What follows belongs to an exercise in optimizing a design on an open flow for small area; a production flow would make more cautious choices. In this exercise RTL edits were held to simulation tests only and were not proved equivalent to the original. No activity file was given, so power comes from the tool's default toggle rates. The flow treats the clock pin as an ideal source, which a real chip does not have.

==> design.v <==
module vgax_core (
    input  wire        clk,
    input  wire        rst,        
    input  wire [2:0]  h_cmd,      
    input  wire [15:0] h_addr,
    input  wire [7:0]  h_wdata,
    output wire [31:0] h_rdata,
    output wire        h_ready,
    output wire        irq_v,
    output wire        irq_h,
    input  wire        iack,
    output wire        hsync,
    output wire        vsync,
    output wire [1:0]  color
);
    localparam FB_SIZE = 240;
    localparam CMD_FBWR  = 3'd3;
    localparam CMD_START = 3'd6;
    localparam CMD_STOP  = 3'd7;
    reg [2:0]  vskip;    
    reg [7:0]  ep;       
    reg [1:0]  rep;
    reg [31:0] etn;      
    reg        run;
    reg        vpend;
    reg        hpend;
    reg [6:0]  hcnt;     
    reg [6:0]  lfsr;     
    localparam [6:0] LINE0  = 7'b1111111;
    localparam [6:0] LINE89 = 7'b0111101;
    reg        busy;     
    reg [1:0]  color_r;
    reg [7:0] fb [0:FB_SIZE-1];
    assign irq_v   = vpend;
    assign irq_h   = hpend;
    assign hsync   = !(run && hcnt < 7'd12);
    assign vsync   = !(run && lfsr[6:1] == 6'b111111);     
    assign h_ready = !rst && !busy && !iack;
    wire [7:0] adr      = busy ? ep : h_addr[7:0];
    wire       in_range = busy || (h_addr[15:8] == 8'd0);
    wire [8*FB_SIZE-1:0] fbq;
    wire [FB_SIZE-1:0]   we;
    wire [7:0]           rbyte;
    wire                 wr = h_ready && h_cmd == CMD_FBWR;
    genvar gi;
    generate
        for (gi = 0; gi < FB_SIZE; gi = gi + 1) begin : fbq_g
            assign fbq[8*gi +: 8] = fb[gi];
        end
    endgenerate
    vgax_fbport u_port (
        .adr(adr), .en(in_range), .wr(wr), .q(fbq), .rd(rbyte), .we(we)
    );
    assign h_rdata = {~etn[31:8] & {24{h_cmd[0]}}, h_cmd[0] ? ~etn[7:0] : rbyte};
    reg [1:0] smp;
    always @(*) begin
        case ({~hcnt[2], hcnt[1]})
            2'd0: smp = rbyte[7:6];
            2'd1: smp = rbyte[5:4];
            2'd2: smp = rbyte[3:2];
            default: smp = rbyte[1:0];
        endcase
    end
    assign color = color_r;
    wire       emit_smp = busy && (hcnt >= 7'd12) && (hcnt != 7'd108);
    wire h_tick  = run && (hcnt == 7'd127);
    wire v_tick  = h_tick && (lfsr == LINE89);
    wire entry   = iack && !busy && (vpend || hpend);
    wire v_entry = entry && vpend;
    wire h_entry = entry && !vpend;
    wire h_skip  = (vskip != 3'd0);
    wire h_emit  = !h_skip && (ep != 8'd240);
    wire ep_inc  = busy && (hcnt[2:0] == 3'd3) && (hcnt[6:3] != 4'd1);
    wire cmd_start = h_ready && h_cmd == CMD_START;
    wire cmd_stop  = h_ready && h_cmd == CMD_STOP;
    integer w;
    always @(posedge clk) begin
        for (w = 0; w < FB_SIZE; w = w + 1)
            if (we[w])
                fb[w] <= h_wdata;
    end
    always @(posedge clk) begin
        if (rst) begin
            vskip <= 3'd6;
            ep    <= 8'd0;
            rep   <= 2'd0;
            etn   <= 32'hffffffff;
            run   <= 1'b0;
            vpend <= 1'b0;
            hpend <= 1'b0;
            hcnt  <= 7'd0;
            lfsr  <= LINE0;
            busy  <= 1'b0;
            color_r <= 2'b00;
        end else begin
            color_r <= emit_smp ? smp : 2'b00;
            if (run) begin
                hcnt <= hcnt + 1'b1;
                if (h_tick)
                    lfsr <= v_tick ? LINE0 : {lfsr[5:0], lfsr[6] ^ lfsr[5]};
            end
            vpend <= (vpend && !v_entry) || v_tick;
            hpend <= (hpend && !h_entry) || h_tick;
            if (v_entry) begin
                vskip <= 3'd6;
                rep   <= 2'd0;
                ep    <= 8'd0;
                etn   <= etn - 1'b1;
            end else if (h_entry) begin
                if (h_skip)
                    vskip <= vskip - 1'b1;
                else if (h_emit)
                    busy <= 1'b1;
            end else if (busy && hcnt == 7'd108) begin
                busy <= 1'b0;
                rep  <= rep + 1'b1;
                if (rep != 2'd3)
                    ep <= ep - 8'd12;     
            end else if (ep_inc) begin
                ep <= ep + 1'b1;
            end
            if (cmd_start) begin
                run   <= 1'b1;
                hcnt  <= 7'd0;
                lfsr  <= LINE0;
                vpend <= 1'b0;
                hpend <= 1'b0;
            end else if (cmd_stop) begin
                run   <= 1'b0;
                vpend <= 1'b0;
                hpend <= 1'b0;
            end
        end
    end
endmodule
module vgax_fbport (
    input  wire [7:0]    adr,
    input  wire          en,
    input  wire          wr,
    input  wire [1919:0] q,
    output reg  [7:0]    rd,
    output reg  [239:0]  we
);
    integer i;
    always @(*) begin
        rd = 8'h00;
        for (i = 0; i < 240; i = i + 1) begin
            we[i] = en && wr && (adr == i);
            rd    = rd | ({8{en && (adr == i)}} & q[8*i +: 8]);
        end
    end
endmodule
==> flow/run.sh <==
#!/bin/bash
# Layout flow: the standard flow, with
#  - the framebuffer port (module vgax_fbport: one-hot decode, write enables
#    and read mux) mapped by hand (gen_fbport.py) instead of by ABC;
#  - an area-oriented ABC mapping for the rest of the logic (same Yosys
#    script otherwise, so the registers are the standard synthesis's);
#  - a clock tree built from fewer, larger sink clusters, and small port
#    buffers.
set -euo pipefail
W=$(pwd)
F=$W/flow

python3 $F/gen_fbport.py > $W/fbport_gates.v

cat > $W/area_synth.tcl <<EOF
proc synth {args} { yosys synth -nofsm -noshare {*}\$args }
proc abc {args} {
  set i [lsearch -exact \$args -script]
  if {\$i >= 0} {
    set args [lreplace \$args [expr {\$i + 1}] [expr {\$i + 1}] $F/abc_area.script]
  }
  yosys abc {*}\$args
}
source \$::env(SCRIPTS_DIR)/synth.tcl
read_verilog -overwrite $W/fbport_gates.v
hierarchy -top \$::env(DESIGN_NAME)
# left out here: clear keep_hierarchy, flatten, clean up
yosys rename -hide {w:*\$func\$*}
set la {}
foreach f \$::env(LIB_FILES) { lappend la -liberty \$f }
tee -o \$::env(REPORTS_DIR)/synth_stat_final.txt stat {*}\$la
write_verilog -noattr -nohex -nodec \$::env(RESULTS_DIR)/1_2_yosys.v
EOF

CTS="-sink_clustering_enable -repair_clock_nets -dont_use_dummy_load"
CTS="$CTS -sink_clustering_size ${CTS_SIZE:-28} -sink_clustering_max_diameter ${CTS_DIAM:-110}"

bash $W/standard.sh SYNTH_SCRIPT=$W/area_synth.tcl SYNTH_KEEP_MODULES=vgax_fbport \
  "CTS_ARGS=$CTS" "BUFFER_PORTS_ARGS=-buffer_cell sky130_fd_sc_hd__buf_1" \
  ${STAGES:-finish} > $W/standard.log 2>&1
==> flow/abc_area.script <==
strash
&get -n
&dch -f
&nf -p -R 1000
&put
topo
==> flow/gen_fbport.py <==
#!/usr/bin/env python3
"""Writes a gate-level vgax_fbport (the framebuffer's one-hot decode, write
enables and read mux) in sky130_fd_sc_hd cells, to stdout."""
P = "sky130_fd_sc_hd__"
N = 240
out = []
cells = [0]


def cell(kind, **pins):
    cells[0] += 1
    conn = ", ".join(f".{p}({n})" for p, n in pins.items())
    out.append(f"  {P}{kind} g{cells[0]} ({conn});")


def wire(*names):
    out.append("  wire " + ", ".join(names) + ";")


out.append("module vgax_fbport (adr, en, wr, q, rd, we);")
out.append("  input [7:0] adr; input en; input wr; input [1919:0] q;")
out.append("  output [7:0] rd; output [239:0] we;")
# true and complement address bits; en folded into bit 7, wr into bit 3
wire(*[f"an{b}" for b in range(8)], "enn", "wrn", "a7t", "a7c", "a3wt", "a3wc")
for b in range(8):
    cell("inv_1", A=f"adr[{b}]", Y=f"an{b}")
cell("inv_1", A="en", Y="enn")
cell("inv_1", A="wr", Y="wrn")
cell("and2_1", A="adr[7]", B="en", X="a7t")
cell("nor2_1", A="adr[7]", B="enn", Y="a7c")
cell("and2_1", A="adr[3]", B="wr", X="a3wt")
cell("nor2_1", A="adr[3]", B="wrn", Y="a3wc")


def lit(b, v):
    return f"adr[{b}]" if v else f"an{b}"


# group (adr[7:4]) and column (adr[3:0]) predecode, active low
wire(*[f"hin{g}" for g in range(15)], *[f"lon{j}" for j in range(16)],
     *[f"lwn{j}" for j in range(16)])
for g in range(15):
    cell("nand4_1", A="a7t" if g >> 3 & 1 else "a7c", B=lit(6, g >> 2 & 1),
         C=lit(5, g >> 1 & 1), D=lit(4, g & 1), Y=f"hin{g}")
for j in range(16):
    cell("nand4_1", A=lit(3, j >> 3 & 1), B=lit(2, j >> 2 & 1),
         C=lit(1, j >> 1 & 1), D=lit(0, j & 1), Y=f"lon{j}")
    cell("nand4_1", A="a3wt" if j >> 3 & 1 else "a3wc", B=lit(2, j >> 2 & 1),
         C=lit(1, j >> 1 & 1), D=lit(0, j & 1), Y=f"lwn{j}")
# entry selects and write enables
wire(*[f"s{i}" for i in range(N)])
for i in range(N):
    cell("nor2_1", A=f"hin{i // 16}", B=f"lon{i % 16}", Y=f"s{i}")
    cell("nor2_1", A=f"hin{i // 16}", B=f"lwn{i % 16}", Y=f"we[{i}]")
# read mux per bit: a222oi over entry triples, then nand4, nor4, final OR
for b in range(8):
    m = [f"m{b}_{k}" for k in range(N // 3)]
    n = [f"n{b}_{k}" for k in range(len(m) // 4)]
    o = [f"o{b}_{k}" for k in range(len(n) // 4)]
    wire(*m, *n, *o, f"z{b}_0", f"z{b}_1")
    for k in range(len(m)):
        e = [3 * k, 3 * k + 1, 3 * k + 2]
        cell("a222oi_1", A1=f"s{e[0]}", A2=f"q[{8 * e[0] + b}]",
             B1=f"s{e[1]}", B2=f"q[{8 * e[1] + b}]",
             C1=f"s{e[2]}", C2=f"q[{8 * e[2] + b}]", Y=m[k])
    for k in range(len(n)):
        cell("nand4_1", A=m[4 * k], B=m[4 * k + 1], C=m[4 * k + 2], D=m[4 * k + 3], Y=n[k])
    for k in range(len(o)):
        cell("nor4_1", A=n[4 * k], B=n[4 * k + 1], C=n[4 * k + 2], D=n[4 * k + 3], Y=o[k])
    cell("nand3_1", A=o[0], B=o[1], C=o[2], Y=f"z{b}_0")
    cell("nand2_1", A=o[3], B=o[4], Y=f"z{b}_1")
    cell("or2_1", A=f"z{b}_0", B=f"z{b}_1", X=f"rd[{b}]")
out.append("endmodule")
print("\n".join(out))
==> standard.sh <==
#!/bin/bash
# synth_recipe.tcl (not shown) runs the flow's synth.tcl, then flattens the netlist and writes it again
# the make line also repeats each setting of config.mk as NAME=value (left out here)
make -C /OpenROAD-flow-scripts/flow DESIGN_CONFIG=/design/flow/config.mk WORK_HOME=/design/flow/orfs CLKGATE_MAP_FILE= SYNTH_SCRIPT=/design/flow/synth_recipe.tcl "${@:-finish}"
==> config.mk <==
export PLATFORM = sky130hd
export DESIGN_NAME = vgax_core
export DESIGN_NICKNAME = vgax_core
export VERILOG_FILES = /design/flow/design.v
export SDC_FILE = /design/flow/constraint.sdc
export NUM_CORES = 4
export LEC_CHECK = 0
export CAP_MARGIN = 20
export CORE_MARGIN = 2
export CORE_UTILIZATION = 40
export SLEW_MARGIN = 20
==> constraint.sdc <==
create_clock -name core_clock -period 10.0 [get_ports {clk}]
set_input_delay 2.0000 -clock core_clock [delete_from_list [all_inputs] [get_ports {clk}]]
set_output_delay 2.0000 -clock core_clock [all_outputs]
set_load 0.01 [all_outputs]
==> results of run 1 <==
==> worst register-to-register path, delay by kind of cell, from the launching register on <==
family	cells	cell delay (ns)
buf+inv	2	0.80
compound gates	4	1.33
flops	1	0.64
simple gates	8	3.37
==> metal layers <==
metal,routed length [um],GRT usage
met3,19870,0.03769
met5,23,0
met2,94590,0.3403
met1,78070,0.2994
met4,5753,0.06235
==> final timing paths <==
check,from,end,slack [ns]
min reg2reg,rep[0],rep[0],0.47
max reg2reg,busy,color_r[0],3.73
min,rep[0],rep[0],0.47
max,h_addr[1],h_rdata[1],0.60
==> per-stage QoR <==
stage	utilization	instances	hold slack (ns)	area, sq um
2_1_floorplan	-	3757	0.4284	70900
3_3_place_gp	0.4257	6268	0.4432	74970
3_5_place_dp	0.4258	6269	0.4496	74980
4_1_cts	0.4373	6350	0.4671	77010
5_1_grt	0.4376	6361	0.4871	77070
6_report	0.4376	6361	0.4677	77070
==> cell type report <==
| type | instances | area, sq um |
|---|---|---|
| fillers | 15250 | 99050 |
| flip-flops and latches | 1985 | 58960 |
| multi-input cells | 1747 | 11860 |
| well taps | 2340 | 2928 |
| clock buffers | 81 | 2027 |
| repair buffers | 175 | 1184 |
| inverters | 25 | 93.84 |
| diodes | 8 | 20.02 |
==> where the power goes <==
group          switching (mW)  total (mW)  internal (mW)
sequential           0.000460        9.10           9.10
combinational           0.198       0.223         0.0251
clock                    2.34        3.81           1.46
==> sequential cells by signal, summed over array words and instances, names as in the netlist, 2 cells and up <==
register and cells:
rep 2, lfsr 7, hcnt 7, ep 8
etn 32, fb 1920, vskip 3, color_r 2
==> reports/metrics.cfg, run 1 <==
[clock_tree]
clkTransAtPathRegs_ns=0.10
clock_path_buffers=3
htreeDepth=3
cts_setup_buffers=0
hold_buffers=0
cts_root_buf=clkbuf_16
cts_tree=done
clk_latency_ns=0.74
ctsResizeCount=0
cts_made_buffers=81
cts.sink_count=1985

[setup_path]
crit_path_frequent_cell=nor2_1
slowest_delay_ns=0.92
crit_buf_inv=4
critPathCaptureType=output pin
crit_slowest_cell=nand4_1
crit_fanout=16
crit_path_start_kind=input pin
crit_family=simple AND/OR/NAND/NOR gates
cp.arrival_ns=7.40
crit_type=in -> out
crit_required_ns=8.00
crit_chain=buf_1 -> nor2_1 -> a21oi_1 -> inv_1 -> nand4_1 -> buf_4 -> nor2_1 -> a222oi_1 -> nand4_1 -> nor4_1 -> nand3_1 -> or2_1 -> nor2_1 -> a21oi_1 -> buf_1
cp_num_cells=15
reg2reg_depth=14

[final_layout]
final_nets=4057
final_common_cell=edfxtp_1
layout_common_cells=edfxtp_1, a222oi_1, nor2_1
syn2layout_area_growth_pct=8.695
layout-drive-gt1-share=0.04934

[global_route]
antenna_found_initial=8
grt.total_usage=0.2130
grt_pass1_wl_um=280100
grt_start_max_net_pins=196
grt_pass1_vias=38830
globalRouteOverflowTotal=0

[sta]
fin_skew_ns=0.04645
slew_headroom=0.1495
setup_tns_ns=0
fmax_mhz=106.4
setup_viol=0
slew_viol_final=0
setup_slack_ns=0.5998
min_period_over_period=0.9400
period_needed_ns=9.400
final_hold_viol_count=0
rsz0062_at_grt=false
tightest_slew_ns=1.264

[detailed_routing]
wirelength_um=198300
drt_iter0_markers=7649
vias=41010
first_pass_iters=14
drc_errors=0
via_per_inst=6.446
wire_per_inst_um=31.18
ant_nets=0

[synth]
syn_inst=3757
netlist_area_sq_mm=0.07090
syn_avg_cell_area_sq_um=18.87
synth_warnings=3
synth_nets=3799

[placement]
dpl.hpwl_um=124300
gp_congestion=0.8611
numPortBuffers=68
place_ws_ns=0.6888

[die]
die_w_um=425.0
initial_core_util=0.4026
dieArea_sq_mm=0.1806
row_count=154
die_h_um=425.0
core_area_sq_mm=0.1761
io_pins=69

[run_status]
status=complete, no violations

[min_path]
hp-class=reg -> reg
hold_depth=1

[job]
cap_violations=0

[pwr]
p_total_mw=13.13
power.leakage_nw=22.42
p_per_area_mw_per_mm2=170.4
peakVddDrop_uv=115.8

==> run 2: changes to the inputs <==
--- a/flow/run.sh
+++ b/flow/run.sh
@@ -33,7 +33,7 @@
 EOF
 
 CTS="-sink_clustering_enable -repair_clock_nets -dont_use_dummy_load"
-CTS="$CTS -sink_clustering_size ${CTS_SIZE:-28} -sink_clustering_max_diameter ${CTS_DIAM:-110}"
+CTS="$CTS -sink_clustering_size ${CTS_SIZE:-30} -sink_clustering_max_diameter ${CTS_DIAM:-110}"
 
 bash $W/standard.sh SYNTH_SCRIPT=$W/area_synth.tcl SYNTH_KEEP_MODULES=vgax_fbport \
   "CTS_ARGS=$CTS" "BUFFER_PORTS_ARGS=-buffer_cell sky130_fd_sc_hd__buf_1" \
==> run 2 against run 1 <==
  * Sequential power about the same
  * Maximum frequency down 1.4%
  * Highest routed layer unchanged
  * Core utilization down 0.070 points
  * Clock skew up 0.017 ns
  * Largest cell class unchanged
  * Critical path type unchanged
  * Non-clock buffer count unchanged
==> reports/metrics.cfg, run 2 <==
[setup_path]
crit_required_ns=8.00  ; about the same
reg2reg_from=busy
crit_type=in -> out
startpoint=h_addr[1]
endpoint=h_rdata[7]
reg2reg_depth=14  ; unchanged
cp.arrival_ns=7.54  ; +0.14 ns
critPathCaptureType=output pin
reg2reg_slack_ns=3.91  ; +0.18 ns
crit_fanout=16  ; unchanged
crit_path_start_kind=input pin
r2r_end=color_r[1]

[final_layout]
instances_no_fill=6359  ; -0.031%
largest_register=fb
largestRegisters=fb: 1920 flops, etn: 32 flops, ep: 8 flops
syn2layout_area_growth_pct=8.520
layout-drive-gt1-share=0.04790  ; -0.001435
stdcell_area_sq_mm=0.07694  ; -0.16%
final_nets=4052  ; -0.12%
fill_cells=15260  ; +0.085%
finish.utilization=0.4369  ; -0.0007030
final_common_cell=edfxtp_1
largest_reg_flops=1920  ; unchanged
layout_common_cells=edfxtp_1, a222oi_1, nor2_1

[clock_tree]
hold_buffers=0  ; unchanged
cts_setup_buffers=0  ; unchanged
clk_latency_ns=0.74  ; about the same
htreeDepth=3  ; unchanged
cts_made_buffers=76  ; -6.2%
cts.sink_count=1985  ; unchanged
cts_tree=done
clkTransAtPathRegs_ns=0.11  ; about the same
clock_path_buffers=3  ; unchanged
cts_root_buf=clkbuf_16
ctsResizeCount=0  ; unchanged

[sta]
slew_viol_final=0  ; unchanged
period_needed_ns=9.536  ; +0.1355 ns
setup_tns_ns=0  ; unchanged
whs_ns=0.4672  ; -0.0005460 ns
tightest_slew_ns=1.310  ; +0.04565 ns
min_period_over_period=0.9536  ; +0.01355
final_hold_viol_count=0  ; unchanged
slew_headroom=0.1188  ; -0.03071
fmax_mhz=104.9  ; -1.4%
rsz0062_at_grt=false
setup_viol=0  ; unchanged
fin_skew_ns=0.06331  ; +0.01686 ns

[global_route]
grt_pass1_wl_um=280300  ; about the same
grt.total_usage=0.2131  ; about the same
grt_pass1_vias=38820  ; -0.039%
grt_start_max_net_pins=196  ; unchanged
antenna_found_initial=8  ; unchanged
globalRouteOverflowTotal=0  ; unchanged

[pwr]
p_sw_mw=2.522  ; -0.77%
power_frac_clock=0.284  ; -0.006
sw_frac_of_total=0.1936  ; about the same
internal_power_mw=10.50  ; -0.79%
power.share.sequential=0.699  ; +0.006
power_frac_comb=0.017  ; about the same
p_per_area_mw_per_mm2=169.3  ; -0.63%
power.leakage_nw=22.36  ; -0.28%
peakVddDrop_uv=116.9  ; +0.97%

[placement]
place_area_sq_mm=0.07498  ; unchanged
numPortBuffers=68  ; unchanged
dpl.cell_count=6269  ; unchanged
dpl.hpwl_um=124300  ; unchanged
gp_congestion=0.8611  ; unchanged

[detailed_routing]
wirelength_um=198200  ; about the same
via_per_inst=6.424  ; -0.35%
ant_nets=0  ; unchanged
first_pass_iters=14  ; unchanged
drc_errors=0  ; unchanged
drt_iter0_markers=7905  ; +3.3%
vias=40850  ; -0.38%
wire_per_inst_um=31.17  ; about the same

[synth]
synth_nets=3799  ; unchanged
syn_inst=3757  ; unchanged
netlist_area_sq_mm=0.07090  ; unchanged
syn_avg_cell_area_sq_um=18.87  ; unchanged
synth_warnings=3  ; unchanged

[die]
io_pins=69  ; unchanged
initial_core_util=0.4026  ; unchanged
die_h_um=425.0  ; unchanged
dieArea_sq_mm=0.1806  ; unchanged
row_count=154  ; unchanged
die_w_um=425.0  ; unchanged
core_area_sq_mm=0.1761  ; unchanged

[job]
cap_violations=0  ; unchanged

[run_status]
status=complete, no violations

[min_path]
min_from=rep[0]
hp-class=reg -> reg

[run 2: worst min-delay path by stage]
stage	slack [ns]	endpoint	cells past startpoint
after floorplan	0.43	rep[0]	1
after global routing	0.49	rep[0]	1
after detailed placement	0.45	rep[0]	1
final	0.47	rep[0]	1
after CTS	0.47	rep[0]	1
after global placement	0.44	rep[0]	1
[run 2: metrics by stage]
step | setup WS, ns | power (mW)
2_1_floorplan | 3.044 | 9.314
3_3_place_gp | 0.7680 | 9.509
3_5_place_dp | 0.6888 | 9.517
4_1_cts | 0.6761 | 13.11
5_1_grt | 0.5138 | 13.35
6_report | 0.4643 | 13.03
[run 2: area by class of cell]
class                           instances  area, sq um  area share
Clock buffer                           76         1902     0.02472
Multi-Input combinational cell       1747        11850      0.1540
Timing Repair Buffer                  175         1184     0.01538
Antenna cell                           11        27.53   0.0003577
Tap cell                             2340         2928     0.03805
Sequential cell                      1985        58960      0.7662
Inverter                               25        93.84    0.001220
[run 2: routing by layer]
| metal | up-vias | share of wire | track usage |
|---|---|---|---|
| met2 | 2253 | 0.47 | 0.3392 |
| met5 | - | 0.00011 | 0 |
| met1 | 21210 | 0.40 | 0.2986 |
| li1 | 17090 | - | - |
| met3 | 288 | 0.096 | 0.03873 |
| met4 | 4 | 0.031 | 0.06554 |
[run 2: critical path, stage by stage]
cell and delay, ns:
buf_1 0.07, nor2_1 0.05, a21oi_1 0.64, inv_1 0.44, nand4_1 0.88, buf_4 0.36, buf_4 0.14, nor2_1 0.14
a222oi_1 0.33, nand4_1 0.16, nor4_1 1.12, nand3_1 0.35, or2_1 0.37, nor2_1 0.16, a21oi_1 0.11, buf_1 0.18
[run 2: power by group through the flow]
stage	Clock [mW]	Combinational (mW)	Sequential, mW
floorplan	0	0.0249	9.29
global placement	0	0.220	9.29
detailed placement	0	0.227	9.29
CTS	3.78	0.227	9.10
global route	4.01	0.239	9.10
finish	3.70	0.224	9.10
==> run 3: changes to the inputs <==
--- a/flow/run.sh
+++ b/flow/run.sh
@@ -33,7 +33,7 @@
 EOF
 
 CTS="-sink_clustering_enable -repair_clock_nets -dont_use_dummy_load"
-CTS="$CTS -sink_clustering_size ${CTS_SIZE:-30} -sink_clustering_max_diameter ${CTS_DIAM:-110}"
+CTS="$CTS -sink_clustering_size ${CTS_SIZE:-32} -sink_clustering_max_diameter ${CTS_DIAM:-110}"
 
 bash $W/standard.sh SYNTH_SCRIPT=$W/area_synth.tcl SYNTH_KEEP_MODULES=vgax_fbport \
   "CTS_ARGS=$CTS" "BUFFER_PORTS_ARGS=-buffer_cell sky130_fd_sc_hd__buf_1" \
==> run 3 against run 2 <==
  * First-iteration DRC count decreased by 2.1%
  * Global-route usage about the same
  * Total power decreased by 0.58%
  * Clock-buffer cell count decreased by 4
  * Synthesized cell count unchanged
  * Hold slack about the same
  * Largest cell class unchanged
  * Flip-flop and latch count unchanged
  * Routed wire length about the same
  * Critical path depth decreased by 1
==> reports/metrics.cfg, run 3 <==
[run_status]
status=complete, no violations

[synth]
syn_inst=3757  ; unchanged
syn_avg_cell_area_sq_um=18.87  ; unchanged
netlist_area_sq_mm=0.07090  ; unchanged
synth_warnings=3  ; unchanged
synth_nets=3799  ; unchanged

[final_layout]
stdcell_area_sq_mm=0.07685  ; -0.13%
final_nets=4048  ; -0.099%
multi_input_area_sq_mm=0.01186  ; about the same
fill_cells=15270  ; +0.066%
instances_no_fill=6354  ; -0.079%
largestRegisters=fb: 1920 flops, etn: 32 flops, ep: 8 flops
largest_reg_flops=1920  ; unchanged
final-seq-area_sq_mm=0.05896  ; unchanged
layout-drive-gt1-share=0.04720  ; -0.0007014
final_common_cell=edfxtp_1
syn2layout_area_growth_pct=8.384
layout_common_cells=edfxtp_1, a222oi_1, nor2_1
largest_register=fb

[clock_tree]
clkTransAtPathRegs_ns=0.10  ; about the same
cts_setup_buffers=0  ; unchanged
ctsResizeCount=0  ; unchanged
cts_made_buffers=72  ; -5.3%
cts_tree=done
cts_root_buf=clkbuf_16
cts.sink_count=1985  ; unchanged
clk_latency_ns=0.71  ; -0.03 ns
clock_path_buffers=3  ; unchanged
hold_buffers=0  ; unchanged
htreeDepth=3  ; unchanged

[detailed_routing]
via_per_inst=6.423  ; about the same
wire_per_inst_um=31.21  ; +0.11%
first_pass_iters=14  ; unchanged
ant_nets=0  ; unchanged
drt_iter0_markers=7737  ; -2.1%
drc_errors=0  ; unchanged
wirelength_um=198300  ; about the same
vias=40810  ; -0.091%

[setup_path]
crit_slowest_cell=nor4_1
critPathCaptureType=output pin
crit_fanout=16  ; unchanged
crit_chain=buf_1 -> nor2_1 -> a21oi_1 -> inv_1 -> nand4_1 -> buf_4 -> nor2_1 -> a222oi_1 -> nand4_1 -> nor4_1 -> nand2_1 -> or2_1 -> nor2_1 -> a21oi_1 -> buf_1
crit_type=in -> out
cp.arrival_ns=7.50  ; -0.04 ns
crit_path_frequent_cell=nor2_1
crit_required_ns=8.00  ; about the same
crit_buf_inv=4  ; -1
crit_path_start_kind=input pin
slowest_delay_ns=1.04  ; -0.08 ns
crit_family=simple AND/OR/NAND/NOR gates

[job]
cap_violations=0  ; unchanged

[placement]
numPortBuffers=68  ; unchanged
place_area_sq_mm=0.07498  ; unchanged
dpl.hpwl_um=124300  ; unchanged
dpl.cell_count=6269  ; unchanged
gp_congestion=0.8611  ; unchanged

[sta]
period_needed_ns=9.504  ; -0.03155 ns
fmax_mhz=105.2  ; +0.33%
rsz0062_at_grt=false
slew_viol_final=0  ; unchanged
final_hold_viol_count=0  ; unchanged
tightest_slew_ns=1.189  ; -0.1208 ns
fin_skew_ns=0.05611  ; -0.007205 ns
min_period_over_period=0.9504  ; -0.003155
setup_tns_ns=0  ; unchanged
whs_ns=0.4667  ; -0.0004330 ns
slew_headroom=0.2000  ; +0.08125
setup_viol=0  ; unchanged

[pwr]
power.leakage_nw=22.31  ; -0.21%
p_per_area_mw_per_mm2=168.5  ; -0.45%
peakVddDrop_uv=105.7  ; -9.6%

[die]
row_count=154  ; unchanged
die_h_um=425.0  ; unchanged
initial_core_util=0.4026  ; unchanged
core_area_sq_mm=0.1761  ; unchanged
die_w_um=425.0  ; unchanged
dieArea_sq_mm=0.1806  ; unchanged
io_pins=69  ; unchanged

[global_route]
antenna_found_initial=7  ; -1
globalRouteOverflowTotal=0  ; unchanged
grt_start_max_net_pins=196  ; unchanged
grt.total_usage=0.2130  ; about the same
grt_pass1_wl_um=280200  ; about the same
grt_pass1_vias=38810  ; -0.021%

[min_path]
hp-class=reg -> reg

==> run 3: path summary, 6_finish.rpt <==
kind / startpoint / endpoint / slack [ns] / cells after the start
setup / recovery: h_addr[1] / h_rdata[0] / 0.50 / 15
hold / removal: rep[0] / rep[0] / 0.47 / 1
setup reg to reg: busy / color_r[0] / 3.79 / 14
hold reg to reg: rep[0] / rep[0] / 0.47 / 1
==> run 3: per-layer routing <==
layer | vias to the layer above | GRT usage | wire (um)
li1 | 17080 | - | -
met5 | - | 0 | 0
met3 | 255 | 0.03862 | 19280
met2 | 2282 | 0.3375 | 93920
met4 | 0 | 0.06826 | 6106
met1 | 21200 | 0.2990 | 78980
==> run 3: area by class of cell <==
class | instances | area share
timing repair buffer | 175 | 0.01540
sequential | 1985 | 0.7672
inverter | 25 | 0.001221
antenna | 10 | 0.0003256
tap | 2340 | 0.03810
multi-input combinational | 1747 | 0.1543
clock buffer | 72 | 0.02345
==> run 3: power by group <==
| part | internal [mW] | leakage [nW] | switching, mW |
|---|---|---|---|
| Sequential | 9.10 | 17.8 | 0.000461 |
| Combinational | 0.0251 | 3.65 | 0.198 |
| Clock | 1.31 | 0.887 | 2.31 |
==> run 3: stage by stage <==
step | util | power, mW | worst slack, ns
finish | 0.4364 | 12.95 | 0.4959
global placement | 0.4257 | 9.509 | 0.7680
global route | 0.4363 | 13.28 | 0.5276
CTS | 0.4360 | 13.02 | 0.6760
floorplan | - | 9.314 | 3.044
detailed placement | 0.4258 | 9.517 | 0.6888
==> run 4: changes to the inputs <==
--- a/flow/run.sh
+++ b/flow/run.sh
@@ -4,8 +4,8 @@
 #    and read mux) mapped by hand (gen_fbport.py) instead of by ABC;
 #  - an area-oriented ABC mapping for the rest of the logic (same Yosys
 #    script otherwise, so the registers are the standard synthesis's);
-#  - a clock tree built from fewer, larger sink clusters, and small port
-#    buffers.
+#  - a clock tree built from fewer, larger sink clusters, small port
+#    buffers, and downsizing of non-critical cells after global routing.
 set -euo pipefail
 W=$(pwd)
 F=$W/flow
@@ -33,8 +33,8 @@
 EOF
 
 CTS="-sink_clustering_enable -repair_clock_nets -dont_use_dummy_load"
-CTS="$CTS -sink_clustering_size ${CTS_SIZE:-32} -sink_clustering_max_diameter ${CTS_DIAM:-110}"
+CTS="$CTS -sink_clustering_size ${CTS_SIZE:-30} -sink_clustering_max_diameter ${CTS_DIAM:-110}"
 
 bash $W/standard.sh SYNTH_SCRIPT=$W/area_synth.tcl SYNTH_KEEP_MODULES=vgax_fbport \
-  "CTS_ARGS=$CTS" "BUFFER_PORTS_ARGS=-buffer_cell sky130_fd_sc_hd__buf_1" \
+  "CTS_ARGS=$CTS" "BUFFER_PORTS_ARGS=-buffer_cell sky130_fd_sc_hd__buf_1" RECOVER_POWER=100 \
   ${STAGES:-finish} > $W/standard.log 2>&1
==> run 4 against run 3 <==
  * The layout now fails its checks (capacitance limit, slew limit)
  * Non-clock buffer count is the same
  * Highest routed layer is now met5
  * Core utilization shrank 0.067 points
  * Critical path depth grew 1
  * Largest cell class unchanged
  * Largest power group unchanged
  * Register-to-register slack gained 0.02 ns
  * Critical endpoint is now h_rdata[7]
==> reports/metrics.cfg, run 4 <==
[run_status]
status=complete, but fails checks
so_faults=capacitance limit, slew limit

[sta]
setup_viol=0  ; unchanged
slew_headroom=-2.061  ; -2.261
fin_skew_ns=0.06106  ; +0.004950 ns
rsz0062_at_grt=false
slew_viol_final=2181  ; +2181
setup_tns_ns=0  ; unchanged
min_period_over_period=0.9609  ; +0.01050
period_needed_ns=9.609  ; +0.1050 ns
final_hold_viol_count=0  ; unchanged
tightest_slew_ns=4.592  ; +3.403 ns
fmax_mhz=104.1  ; -1.1%

[setup_path]
crit_buf_inv=5  ; +1
crit_required_ns=8.00  ; about the same
crit_path_start_kind=input pin
cp.arrival_ns=7.61  ; +0.11 ns
reg2reg_depth=14  ; unchanged
crit_type=in -> out
reg2reg_from=busy
startpoint=h_addr[1]
crit_fanout=16  ; unchanged
critPathCaptureType=output pin
slowest_delay_ns=1.04  ; about the same
crit_family=simple AND/OR/NAND/NOR gates
crit_chain=buf_1 -> nor2_1 -> a21oi_1 -> inv_1 -> nand4_1 -> buf_4 -> buf_4 -> nor2_1 -> a222oi_1 -> nand4_1 -> nor4_1 -> nand3_1 -> or2_0 -> nor2_1 -> a21oi_1 -> buf_1
crit_slowest_cell=nor4_1
cp_num_cells=16  ; +1
crit_path_frequent_cell=nor2_1

[min_path]
hold_depth=1  ; unchanged
hp-class=reg -> reg
min_from=rep[0]

[global_route]
grt.total_usage=0.2131  ; about the same
globalRouteOverflowTotal=0  ; unchanged
grt_pass1_vias=38820  ; +0.021%
grt_pass1_wl_um=280300  ; about the same
antenna_found_initial=8  ; +1
grt_start_max_net_pins=196  ; unchanged

[clock_tree]
cts.sink_count=1985  ; unchanged
ctsResizeCount=0  ; unchanged
cts_tree=done
htreeDepth=3  ; unchanged
cts_made_buffers=76  ; +5.6%
clock_path_buffers=3  ; unchanged
cts_setup_buffers=0  ; unchanged
clk_latency_ns=0.74  ; +0.03 ns
clkTransAtPathRegs_ns=0.11  ; about the same
hold_buffers=0  ; unchanged
cts_root_buf=clkbuf_16

[die]
initial_core_util=0.4026  ; unchanged
die_w_um=425.0  ; unchanged
io_pins=69  ; unchanged
die_h_um=425.0  ; unchanged
dieArea_sq_mm=0.1806  ; unchanged
core_area_sq_mm=0.1761  ; unchanged
row_count=154  ; unchanged

[detailed_routing]
wirelength_um=198700  ; +0.18%
drc_errors=0  ; unchanged
wire_per_inst_um=31.23  ; about the same
met1Wirelength_um=77620  ; -1.7%
ant_nets=0  ; unchanged
vias=40950  ; +0.33%
wl_met3_um=20310  ; +5.4%
via_per_inst=6.438  ; +0.23%
highest_layer=met5
drt_iter0_markers=7778  ; +0.53%
first_pass_iters=13  ; -1
wl_met2_um=94660  ; +0.79%

[placement]
dpl.hpwl_um=124300  ; unchanged
numPortBuffers=68  ; unchanged
gp_congestion=0.8611  ; unchanged

[final_layout]
final_common_cell=edfxtp_1
largest_register=fb
largest_reg_flops=1920  ; unchanged
final_nets=4052  ; +0.099%
largestRegisters=fb: 1920 flops, etn: 32 flops, ep: 8 flops
layout-drive-gt1-share=0.03643  ; -0.01078
layout_common_cells=edfxtp_1, a222oi_1, nor2_1
syn2layout_area_growth_pct=8.218

[pwr]
p_total_mw=13.05  ; +0.75%
p_per_area_mw_per_mm2=170.0  ; +0.91%
p_sw_mw=2.527  ; +0.52%
power.share.sequential=0.699  ; -0.004
internal_power_mw=10.52  ; +0.81%
power_frac_comb=0.017  ; about the same
peakVddDrop_uv=117.3  ; +11%
power.leakage_nw=22.17  ; -0.63%
sw_frac_of_total=0.1936  ; -0.0004418
power_frac_clock=0.284  ; +0.004

[synth]
syn_avg_cell_area_sq_um=18.87  ; unchanged
syn_inst=3757  ; unchanged
netlist_area_sq_mm=0.07090  ; unchanged
synth_warnings=3  ; unchanged
synth_nets=3799  ; unchanged

[job]
cap_violations=40  ; +40

==> run 4: final timing paths <==
path                              endpoint  slack [ns]
worst max-delay path            h_rdata[7]        0.39
worst min-delay path                rep[0]        0.47
worst max register to register  color_r[0]        3.81
worst min register to register      rep[0]        0.47
==> run 4: metrics by stage <==
| step | hold WS, ns | utilization | std cells | cell area, sq um | setup slack [ns] |
|---|---|---|---|---|---|
| global placement | 0.4432 | 0.4257 | 6268 | 74970 | 0.7680 |
| CTS | 0.4681 | 0.4366 | 6345 | 76880 | 0.6761 |
| floorplan | 0.4284 | - | 3757 | 70900 | 3.044 |
| detailed placement | 0.4496 | 0.4258 | 6269 | 74980 | 0.6888 |
| global route | 0.4875 | 0.4356 | 6356 | 76720 | 0.4104 |
| finish | 0.4672 | 0.4357 | 6360 | 76730 | 0.3908 |
==> run 4: layer usage <==
layer,vias up,track usage
met1,21270,0.2986
met5,-,0
li1,17110,-
met4,2,0.06554
met2,2266,0.3392
met3,299,0.03873
==> run 4: final cells by class <==
class | count | area, sq um
Antenna cell | 12 | 30.03
Sequential cell | 1985 | 58960
Multi-Input combinational cell | 1747 | 11850
Timing Repair Buffer | 175 | 967.2
Tap cell | 2340 | 2928
Fill cell | 15310 | 99380
Inverter | 25 | 93.84
Clock buffer | 76 | 1902
==> run 4: power by group through the flow <==
stage / clock network (mW) / registers [mW] / logic, mW
floorplan: 0 / 9.29 / 0.0249
global placement: 0 / 9.29 / 0.220
detailed placement: 0 / 9.29 / 0.227
CTS: 3.78 / 9.10 / 0.227
global route: 4.01 / 9.13 / 0.234
finish: 3.70 / 9.12 / 0.219
==> run 4: worst reg2reg max path: stages (launching register included) <==
cell	delay, ns
dfxtp_1	0.66
nor2_1	0.15
a21oi_1	0.66
inv_1	0.45
nand4_1	0.90
buf_4	0.37
nor2_1	0.21
a222oi_1	0.47
nand4_1	0.39
nor4_1	0.82
nand2_1	0.28
or2_0	0.32
and3_1	0.20
a31oi_1	0.13
a31oi_1	0.11

-- separate check: timing with driven ports --
How much do the figures lean on ideal ports? The routed layouts below were timed once more, with nothing changed but the port constraints.
Step 1, drivers: a clkbuf_16 drives clk and a buf_2 each remaining input, both assumed.
Step 2 adds t to the input delays and takes it off the output delays; t is the mean of the earliest and latest rising clock arrival at the registers after step 1. Input paths then give back, and output paths get back, about the clock's delay inside the block.
Slacks: ideal / step 1 / step 2; pairs: ideal / step 1.
| run | t, ns | setup slack, ns | worst setup path at the end |
|---|---|---|---|
| run 1 | 0.782 | 0.600 / 0.570 / 0.570 | input to output |
| run 2 | 0.792 | 0.464 / 0.434 / 0.434 | input to output |
| run 3 | 0.779 | 0.496 / 0.466 / 0.466 | input to output |
| run 4 | 0.787 | 0.391 / 0.360 / 0.360 | input to output |
The setup slack of run 4, which loses most, moves by -0.031 ns with the drivers and by -0.031 ns with both steps.
